This design comes from an exercise in tuning for small area, a short achievable clock period and few clock cycles per item on the open sky130 flow, not from production work. Function was checked by simulation only, so behaviour that the tests miss may differ from the original. No activity file was given, so power comes from the tool's default toggle rates.

==> inputs of run P <==
==> flow/design.v (excerpt) <==
module oqpsk_mod (
    input  wire        clk,
    input  wire        rst,
    input  wire        cmd_valid,
    output wire        cmd_ready,
    input  wire [1:0]  cmd_op,
    input  wire [7:0]  cmd_arg,
    input  wire [31:0] cmd_data,
    output reg         out_valid,
    input  wire        out_ready,
    output reg  [31:0] out_i,
    output reg  [31:0] out_q
);
==> flow/config.mk <==
export PLATFORM = sky130hd
export DESIGN_NAME = oqpsk_mod
export DESIGN_NICKNAME = oqpsk_mod
export VERILOG_FILES = /design/flow/design.v
export SDC_FILE = /design/flow/constraint.sdc
export NUM_CORES = 4
export LEC_CHECK = 0
export CAP_MARGIN = 20
export CORE_MARGIN = 2
export CORE_UTILIZATION = 40
export SLEW_MARGIN = 20
==> flow/constraint.sdc <==
create_clock -name core_clock -period 22.0 [get_ports {clk}]
set_input_delay 4.4000 -clock core_clock [delete_from_list [all_inputs] [get_ports {clk}]]
set_output_delay 4.4000 -clock core_clock [all_outputs]
set_load 0.01 [all_outputs]
run.sh (not shown) runs the stock make flow with config.mk's settings and CLKGATE_MAP_FILE= SYNTH_SCRIPT=/design/flow/synth_recipe.tcl, a recipe that flattens the netlist after the stock synthesis.
==> run K (differences from run P) <==
--- a/flow/design.v
+++ b/flow/design.v
@@ -461,34 +461,35 @@
     reg        rdy;
     assign cmd_ready = rdy;
     wire acc = cmd_valid && rdy;
     reg [3:0]  s_m1;         
     reg [3:0]  h;            
-    reg [3:0]  rot;
-    reg [3:0]  rot_a;        
-    reg [3:0]  rot_b;        
+    reg [2:0]  rot;
+    reg [2:0]  rot_a;        
+    reg [2:0]  rot_b;        
     reg        busy;
     reg [7:0]  sym;          
     reg [1:0]  pair;
     reg [3:0]  k;            
     reg [4:0]  kq;           
     reg [3:0]  e_sm1;        
     reg [3:0]  e_h;          
-    reg [31:0] ring_a [0:15];
-    reg [31:0] ring_b [0:7];
+    reg [31:0] ring_0 [0:7];
+    reg [31:0] ring_1 [0:7];
+    reg [31:0] ring_2 [0:7];
     wire adv       = !out_valid || out_ready;
     wire last_k    = (k == e_sm1);
     wire last_pair = (pair == 2'd3);
     wire r_byte  = (r_op == OP_BYTE);
     wire r_tap   = (r_op == OP_TAP);
     wire r_tapw  = r_tap && (r_arg < NTAPS);
     reg        s1_v;
     wire [4:0] e_top = {1'b0, e_sm1} + {1'b0, e_h};
     wire tap_safe = !busy || (last_pair && ({1'b0, k} > r_arg[4:0]))
                           || (r_arg[4:0] > e_top);
-    function aligned(input [3:0] r, input [4:0] j);
-        aligned = (r[2:0] == j[2:0]) && (j[4] || r[3] == j[3]);
+    function aligned(input [2:0] r, input [4:0] j);
+        aligned = (r == j[2:0]);
     endfunction
     wire tap_go   = tap_safe && aligned(rot_a, r_arg[4:0]);
     wire start_c = r_v && r_byte && (!busy || last_k && last_pair);
     wire en_e    = !busy || adv;                     
     wire start   = start_c && en_e;
@@ -501,20 +502,21 @@
                (op == OP_TAP && !(arg < NTAPS)) ||
                (op == OP_BYTE && idle_pred) ||
                (op == OP_TAP && no_start && aligned(rot_b, arg[4:0]) &&
                 (!busy || (last_pair && ({1'b0, k} > arg[4:0])) || (arg[4:0] > e_top)));
     endfunction
+    wire r_free   = !r_v || r_cons_c;
     wire sure_cmd = sure(cmd_op, cmd_arg);
     wire sure_r   = !(r_v && !r_cons_c) || sure(r_op, r_arg);
     wire rdy_d = acc ? sure_cmd : sure_r;
     wire [25:0] m_ra, m_rb;
     wire        m_cin;
     wire        m_shl;
     wire [7:0]  m_eb;
     amp_mul_s1 u_s1 (.t(r_data), .ra(m_ra), .rb(m_rb), .cin(m_cin),
                      .shl(m_shl), .ebase(m_eb));
-    reg        s1_b;             
+    reg [1:0]  s1_b;             
     reg        s1_sgn;
     reg        s1_shl;
     reg [7:0]  s1_eb;
     reg [25:0] s1_ra, s1_rb;
     reg        s1_cin;
@@ -522,44 +524,49 @@
     amp_mul_s2 u_s2 (.ra(s1_ra), .rb(s1_rb), .cin(s1_cin), .shl(s1_shl),
                      .ebase(s1_eb), .y(m_y));
     wire [31:0] w_word = {s1_sgn, m_y};
     integer p;
     always @(posedge clk) begin
-        s1_b   <= r_arg[4];
+        s1_b   <= r_arg[4:3];
         s1_sgn <= r_data[31];
         s1_shl <= m_shl;
         s1_eb  <= m_eb;
         s1_ra  <= m_ra;
         s1_rb  <= m_rb;
         s1_cin <= m_cin;
-        for (p = 0; p < 15; p = p + 1)
-            ring_a[p] <= ring_a[p + 1];
-        ring_a[15] <= (s1_v && !s1_b) ? w_word : ring_a[0];
-        for (p = 0; p < 7; p = p + 1)
-            ring_b[p] <= ring_b[p + 1];
-        ring_b[7] <= (s1_v && s1_b) ? w_word : ring_b[0];
+        for (p = 0; p < 7; p = p + 1) begin
+            ring_0[p] <= ring_0[p + 1];
+            ring_1[p] <= ring_1[p + 1];
+            ring_2[p] <= ring_2[p + 1];
+        end
+        ring_0[7] <= (s1_v && s1_b == 2'd0) ? w_word : ring_0[0];
+        ring_1[7] <= (s1_v && s1_b == 2'd1) ? w_word : ring_1[0];
+        ring_2[7] <= (s1_v && s1_b[1])      ? w_word : ring_2[0];
     end
     wire ineg = sym[7] ^ sym[6];
     wire qneg = sym[7];
-    wire [3:0] pos_i = k - rot;
-    wire [3:0] pos_q = kq[3:0] - rot;
-    wire [15:0] sel_i  = 16'd1 << pos_i;
-    wire [15:0] sel_qa = kq[4] ? 16'd0 : (16'd1 << pos_q);
-    wire [7:0]  sel_qb = kq[4] ? (8'd1 << pos_q[2:0]) : 8'd0;
+    wire [2:0] pos_i = k[2:0] - rot;
+    wire [2:0] pos_q = kq[2:0] - rot;
+    wire [7:0] oh_i  = 8'd1 << pos_i;
+    wire [7:0] oh_q  = 8'd1 << pos_q;
+    wire [7:0] sel_i0 = k[3] ? 8'd0 : oh_i;
+    wire [7:0] sel_i1 = k[3] ? oh_i : 8'd0;
+    wire [7:0] sel_q0 = (kq[4:3] == 2'd0) ? oh_q : 8'd0;
+    wire [7:0] sel_q1 = (kq[4:3] == 2'd1) ? oh_q : 8'd0;
+    wire [7:0] sel_q2 = kq[4] ? oh_q : 8'd0;
     reg  [31:0] pi, pq;
     always @* begin
         pi = 32'd0;
         pq = 32'd0;
-        for (p = 0; p < 16; p = p + 1) begin
-            pi = pi | ({32{sel_i[p]}}  & ring_a[p]);
-            pq = pq | ({32{sel_qa[p]}} & ring_a[p]);
+        for (p = 0; p < 8; p = p + 1) begin
+            pi = pi | ({32{sel_i0[p]}} & ring_0[p]) | ({32{sel_i1[p]}} & ring_1[p]);
+            pq = pq | ({32{sel_q0[p]}} & ring_0[p]) | ({32{sel_q1[p]}} & ring_1[p])
+                    | ({32{sel_q2[p]}} & ring_2[p]);
         end
-        for (p = 0; p < 8; p = p + 1)
-            pq = pq | ({32{sel_qb[p]}} & ring_b[p]);
     end
     always @(posedge clk) begin
-        if (rdy) begin
+        if (r_free) begin
             r_op   <= cmd_op;
             r_arg  <= cmd_arg;
             r_data <= cmd_data;
         end
         if (r_v && r_op == OP_CONFIG) begin
@@ -596,20 +603,20 @@
             r_v       <= 1'b0;
             rdy       <= 1'b1;
             busy      <= 1'b0;
             out_valid <= 1'b0;
             s1_v      <= 1'b0;
-            rot       <= 4'd0;
-            rot_a     <= 4'd1;
-            rot_b     <= 4'd2;
+            rot       <= 3'd0;
+            rot_a     <= 3'd1;
+            rot_b     <= 3'd2;
         end else begin
             r_v   <= acc || (r_v && !r_cons);
             rdy   <= rdy_d;
             s1_v  <= r_v && r_tapw && tap_go;
-            rot   <= rot + 4'd1;
-            rot_a <= rot_a + 4'd1;
-            rot_b <= rot_b + 4'd1;
+            rot   <= rot + 3'd1;
+            rot_a <= rot_a + 3'd1;
+            rot_b <= rot_b + 3'd1;
             if (en_e)
                 busy <= start_c || (busy && !(last_k && last_pair));
             out_valid <= busy || (out_valid && !out_ready);
         end
     end
==> flow/flow/run.sh (new file) <==
#!/bin/bash
# The standard layout (the standard.sh, whole), with these changes:
#  - ports are buffered with buf_2 cells (the default picks a slow delay cell);
#  - clock tree synthesis does not add dummy loads and clusters up to 28
#    sinks per clkbuf_16;
#  - timing repair aims for 17.0 ns of setup slack (the clock stays 22 ns).
set -euo pipefail
export BUFFER_PORTS_ARGS="-buffer_cell sky130_fd_sc_hd__buf_2"
export CTS_ARGS="-sink_clustering_enable -repair_clock_nets -dont_use_dummy_load -buf_list sky130_fd_sc_hd__clkbuf_16 -sink_clustering_size 28 -sink_clustering_max_diameter 130"
export SETUP_SLACK_MARGIN=17.0
bash standard.sh > standard.log 2>&1
==> flow/standard.sh (new file) <==
#!/bin/bash
# synth_recipe.tcl (not shown) runs the flow's synth.tcl, then flattens the netlist and writes it again
# the make line also repeats each setting of config.mk as NAME=value (left out here)
make -C /OpenROAD-flow-scripts/flow DESIGN_CONFIG=/design/flow/config.mk WORK_HOME=/design/flow/orfs CLKGATE_MAP_FILE= SYNTH_SCRIPT=/design/flow/synth_recipe.tcl "${@:-finish}"
PLACE_DENSITY = 0.9   (was not set)
removed: flow/run.sh
==> run G (differences from run P) <==
--- a/flow/design.v
+++ b/flow/design.v
@@ -461,34 +461,35 @@
     reg        rdy;
     assign cmd_ready = rdy;
     wire acc = cmd_valid && rdy;
     reg [3:0]  s_m1;         
     reg [3:0]  h;            
-    reg [3:0]  rot;
-    reg [3:0]  rot_a;        
-    reg [3:0]  rot_b;        
+    reg [2:0]  rot;
+    reg [2:0]  rot_a;        
+    reg [2:0]  rot_b;        
     reg        busy;
     reg [7:0]  sym;          
     reg [1:0]  pair;
     reg [3:0]  k;            
     reg [4:0]  kq;           
     reg [3:0]  e_sm1;        
     reg [3:0]  e_h;          
-    reg [31:0] ring_a [0:15];
-    reg [31:0] ring_b [0:7];
+    reg [31:0] ring_0 [0:7];
+    reg [31:0] ring_1 [0:7];
+    reg [31:0] ring_2 [0:7];
     wire adv       = !out_valid || out_ready;
     wire last_k    = (k == e_sm1);
     wire last_pair = (pair == 2'd3);
     wire r_byte  = (r_op == OP_BYTE);
     wire r_tap   = (r_op == OP_TAP);
     wire r_tapw  = r_tap && (r_arg < NTAPS);
     reg        s1_v;
     wire [4:0] e_top = {1'b0, e_sm1} + {1'b0, e_h};
     wire tap_safe = !busy || (last_pair && ({1'b0, k} > r_arg[4:0]))
                           || (r_arg[4:0] > e_top);
-    function aligned(input [3:0] r, input [4:0] j);
-        aligned = (r[2:0] == j[2:0]) && (j[4] || r[3] == j[3]);
+    function aligned(input [2:0] r, input [4:0] j);
+        aligned = (r == j[2:0]);
     endfunction
     wire tap_go   = tap_safe && aligned(rot_a, r_arg[4:0]);
     wire start_c = r_v && r_byte && (!busy || last_k && last_pair);
     wire en_e    = !busy || adv;                     
     wire start   = start_c && en_e;
@@ -501,20 +502,21 @@
                (op == OP_TAP && !(arg < NTAPS)) ||
                (op == OP_BYTE && idle_pred) ||
                (op == OP_TAP && no_start && aligned(rot_b, arg[4:0]) &&
                 (!busy || (last_pair && ({1'b0, k} > arg[4:0])) || (arg[4:0] > e_top)));
     endfunction
+    wire r_free   = !r_v || r_cons_c;
     wire sure_cmd = sure(cmd_op, cmd_arg);
     wire sure_r   = !(r_v && !r_cons_c) || sure(r_op, r_arg);
     wire rdy_d = acc ? sure_cmd : sure_r;
     wire [25:0] m_ra, m_rb;
     wire        m_cin;
     wire        m_shl;
     wire [7:0]  m_eb;
     amp_mul_s1 u_s1 (.t(r_data), .ra(m_ra), .rb(m_rb), .cin(m_cin),
                      .shl(m_shl), .ebase(m_eb));
-    reg        s1_b;             
+    reg [1:0]  s1_b;             
     reg        s1_sgn;
     reg        s1_shl;
     reg [7:0]  s1_eb;
     reg [25:0] s1_ra, s1_rb;
     reg        s1_cin;
@@ -522,44 +524,49 @@
     amp_mul_s2 u_s2 (.ra(s1_ra), .rb(s1_rb), .cin(s1_cin), .shl(s1_shl),
                      .ebase(s1_eb), .y(m_y));
     wire [31:0] w_word = {s1_sgn, m_y};
     integer p;
     always @(posedge clk) begin
-        s1_b   <= r_arg[4];
+        s1_b   <= r_arg[4:3];
         s1_sgn <= r_data[31];
         s1_shl <= m_shl;
         s1_eb  <= m_eb;
         s1_ra  <= m_ra;
         s1_rb  <= m_rb;
         s1_cin <= m_cin;
-        for (p = 0; p < 15; p = p + 1)
-            ring_a[p] <= ring_a[p + 1];
-        ring_a[15] <= (s1_v && !s1_b) ? w_word : ring_a[0];
-        for (p = 0; p < 7; p = p + 1)
-            ring_b[p] <= ring_b[p + 1];
-        ring_b[7] <= (s1_v && s1_b) ? w_word : ring_b[0];
+        for (p = 0; p < 7; p = p + 1) begin
+            ring_0[p] <= ring_0[p + 1];
+            ring_1[p] <= ring_1[p + 1];
+            ring_2[p] <= ring_2[p + 1];
+        end
+        ring_0[7] <= (s1_v && s1_b == 2'd0) ? w_word : ring_0[0];
+        ring_1[7] <= (s1_v && s1_b == 2'd1) ? w_word : ring_1[0];
+        ring_2[7] <= (s1_v && s1_b[1])      ? w_word : ring_2[0];
     end
     wire ineg = sym[7] ^ sym[6];
     wire qneg = sym[7];
-    wire [3:0] pos_i = k - rot;
-    wire [3:0] pos_q = kq[3:0] - rot;
-    wire [15:0] sel_i  = 16'd1 << pos_i;
-    wire [15:0] sel_qa = kq[4] ? 16'd0 : (16'd1 << pos_q);
-    wire [7:0]  sel_qb = kq[4] ? (8'd1 << pos_q[2:0]) : 8'd0;
+    wire [2:0] pos_i = k[2:0] - rot;
+    wire [2:0] pos_q = kq[2:0] - rot;
+    wire [7:0] oh_i  = 8'd1 << pos_i;
+    wire [7:0] oh_q  = 8'd1 << pos_q;
+    wire [7:0] sel_i0 = k[3] ? 8'd0 : oh_i;
+    wire [7:0] sel_i1 = k[3] ? oh_i : 8'd0;
+    wire [7:0] sel_q0 = (kq[4:3] == 2'd0) ? oh_q : 8'd0;
+    wire [7:0] sel_q1 = (kq[4:3] == 2'd1) ? oh_q : 8'd0;
+    wire [7:0] sel_q2 = kq[4] ? oh_q : 8'd0;
     reg  [31:0] pi, pq;
     always @* begin
         pi = 32'd0;
         pq = 32'd0;
-        for (p = 0; p < 16; p = p + 1) begin
-            pi = pi | ({32{sel_i[p]}}  & ring_a[p]);
-            pq = pq | ({32{sel_qa[p]}} & ring_a[p]);
+        for (p = 0; p < 8; p = p + 1) begin
+            pi = pi | ({32{sel_i0[p]}} & ring_0[p]) | ({32{sel_i1[p]}} & ring_1[p]);
+            pq = pq | ({32{sel_q0[p]}} & ring_0[p]) | ({32{sel_q1[p]}} & ring_1[p])
+                    | ({32{sel_q2[p]}} & ring_2[p]);
         end
-        for (p = 0; p < 8; p = p + 1)
-            pq = pq | ({32{sel_qb[p]}} & ring_b[p]);
     end
     always @(posedge clk) begin
-        if (rdy) begin
+        if (r_free) begin
             r_op   <= cmd_op;
             r_arg  <= cmd_arg;
             r_data <= cmd_data;
         end
         if (r_v && r_op == OP_CONFIG) begin
@@ -596,20 +603,20 @@
             r_v       <= 1'b0;
             rdy       <= 1'b1;
             busy      <= 1'b0;
             out_valid <= 1'b0;
             s1_v      <= 1'b0;
-            rot       <= 4'd0;
-            rot_a     <= 4'd1;
-            rot_b     <= 4'd2;
+            rot       <= 3'd0;
+            rot_a     <= 3'd1;
+            rot_b     <= 3'd2;
         end else begin
             r_v   <= acc || (r_v && !r_cons);
             rdy   <= rdy_d;
             s1_v  <= r_v && r_tapw && tap_go;
-            rot   <= rot + 4'd1;
-            rot_a <= rot_a + 4'd1;
-            rot_b <= rot_b + 4'd1;
+            rot   <= rot + 3'd1;
+            rot_a <= rot_a + 3'd1;
+            rot_b <= rot_b + 3'd1;
             if (en_e)
                 busy <= start_c || (busy && !(last_k && last_pair));
             out_valid <= busy || (out_valid && !out_ready);
         end
     end
==> flow/flow/run.sh (new file) <==
#!/bin/bash
# The standard layout (the standard.sh, whole), with these changes:
#  - ports are buffered with buf_2 cells (the default picks a slow delay cell);
#  - clock tree synthesis does not add dummy loads and clusters up to 24
#    sinks per clkbuf_16;
#  - timing repair aims for 16.5 ns of setup slack (the clock stays 22 ns).
set -euo pipefail
export BUFFER_PORTS_ARGS="-buffer_cell sky130_fd_sc_hd__buf_2"
export CTS_ARGS="-sink_clustering_enable -repair_clock_nets -dont_use_dummy_load -buf_list sky130_fd_sc_hd__clkbuf_16 -sink_clustering_size 24 -sink_clustering_max_diameter 120"
export SETUP_SLACK_MARGIN=16.5
bash standard.sh > standard.log 2>&1
==> flow/standard.sh (new file) <==
#!/bin/bash
# synth_recipe.tcl (not shown) runs the flow's synth.tcl, then flattens the netlist and writes it again
# the make line also repeats each setting of config.mk as NAME=value (left out here)
make -C /OpenROAD-flow-scripts/flow DESIGN_CONFIG=/design/flow/config.mk WORK_HOME=/design/flow/orfs CLKGATE_MAP_FILE= SYNTH_SCRIPT=/design/flow/synth_recipe.tcl "${@:-finish}"
CORE_UTILIZATION = 60   (was 40)
removed: flow/run.sh
==> run X (differences from run P) <==
==> flow/flow/run.sh (new file) <==
#!/bin/bash
# The standard layout, with these changes:
#  - ports are buffered with buf_2 cells (the default picks a slow delay cell);
#  - clock tree synthesis does not add dummy loads;
#  - timing repair aims for 16.5 ns of setup slack (the clock stays 22 ns).
set -euo pipefail
export BUFFER_PORTS_ARGS="-buffer_cell sky130_fd_sc_hd__buf_2"
export CTS_ARGS="-sink_clustering_enable -repair_clock_nets -dont_use_dummy_load"
export SETUP_SLACK_MARGIN=16.5
bash standard.sh > standard.log 2>&1
==> flow/standard.sh (new file) <==
#!/bin/bash
# synth_recipe.tcl (not shown) runs the flow's synth.tcl, then flattens the netlist and writes it again
# the make line also repeats each setting of config.mk as NAME=value (left out here)
make -C /OpenROAD-flow-scripts/flow DESIGN_CONFIG=/design/flow/config.mk WORK_HOME=/design/flow/orfs CLKGATE_MAP_FILE= SYNTH_SCRIPT=/design/flow/synth_recipe.tcl "${@:-finish}"
removed: flow/run.sh
==> results.txt <==
item	run K	run G	run P	run X
Result of the run	finished clean	finished clean	finished clean	finished clean
Global-route wire length before repair	167.7 mm	173.0 mm	177.3 mm	175.5 mm
DIE WIDTH	310.6 um	254.4 um	314.2 um	314.2 um
Count of nets after finishing	3531	3536	3754	3765
Overall via count from detail_route	27930	27180	27880	27600
Post-cts repair resize count	15	0	0	4
Number of flip-flops and latches	988	988	990	990
Pwr per Cell Area	94.08 mW/mm2	95.47 mW/mm2	109.2 mW/mm2	106.6 mW/mm2
Inserted Diodes	3	3	0	2
Tcrit/Tclk final	25.31%	25.92%	29.57%	25.64%
Worst Setup Slack post-DPL	15.64 ns	15.94 ns	15.28 ns	15.82 ns
Maximum clock rate	179.6 MHz	175.3 MHz	153.7 MHz	177.3 MHz
Capturing instance or port of the critical path	out_q[4]	out_q[4]	cmd_ready	out_q[15]
Post-DP Area	0.03974 mm2	0.03925 mm2	0.04125 mm2	0.04071 mm2
Delay of the slowest cell on the worst path	0.39 ns	0.51 ns	0.65 ns	0.37 ns
# Post-CTS Setup Buffers	2	0	0	1
Number of ordinary and repair buffers in the finished layout	160	160	170	176
Area enclosed by the die boundary	0.09649 mm2	0.06470 mm2	0.09875 mm2	0.09875 mm2
Transition time of the tightest slew-check pin	1.170 ns	0.9857 ns	1.171 ns	1.066 ns
Clk network pwr share	23.0%	24.1%	34.9%	31.8%
Number of standard-cell rows in the floorplan	112	91	113	113
Pleak	15.77 nW	15.81 nW	17.46 nW	17.14 nW
Clk Latency, worst-skew pair	0.63 ns	0.66 ns	0.69 ns	0.72 ns
Non-filler instance count after layout	4457	4045	4769	4697
Register-to-Register Path Depth	17	19	17	17
Share of total power consumed by net switching	33.50%	32.92%	33.07%	32.83%
Via count of the first global-routing pass	27970	27130	27410	27080
Testbench counts of run P, summed over its fixed seeds: cycles 88,541, items 86,016.
Testbench counts of run K, summed over its fixed seeds: cycles 87,959, items 86,016.
Testbench counts of run G, summed over its fixed seeds: cycles 87,959, items 86,016.
Testbench counts of run X, summed over its fixed seeds: cycles 88,541, items 86,016.

## what the ideal ports hide
How much do the figures lean on ideal ports? The routed layouts below were timed once more, with nothing changed but the port constraints. Step 1 assumes that a clkbuf_16 drives the clock port and a buf_2 every other input. Step 2 moves the port delays by t, midway between the first and last clock arrival at a register: inputs arrive t later, outputs are due t later. That takes back most of the time a late clock gives input paths. Three values: ideal, step 1, step 2; two values: the first two.
| run | t (ns) | slack for setup (ns) | slew at the worst register clock pin (ns) |
|---|---|---|---|
| run P | 0.730 | 15.494 / 15.426 / 15.233 | 0.07 / 0.07 |
| run K | 0.668 | 16.432 / 16.370 / 16.216 | 0.11 / 0.11 |
| run G | 0.677 | 16.297 / 16.228 / 16.079 | 0.10 / 0.10 |
| run X | 0.723 | 16.360 / 16.297 / 15.716 | 0.06 / 0.06 |
After both steps setup and hold are still met in every run listed. The setup slack of run X, which loses most, moves by -0.063 ns with the drivers and by -0.644 ns with both steps.
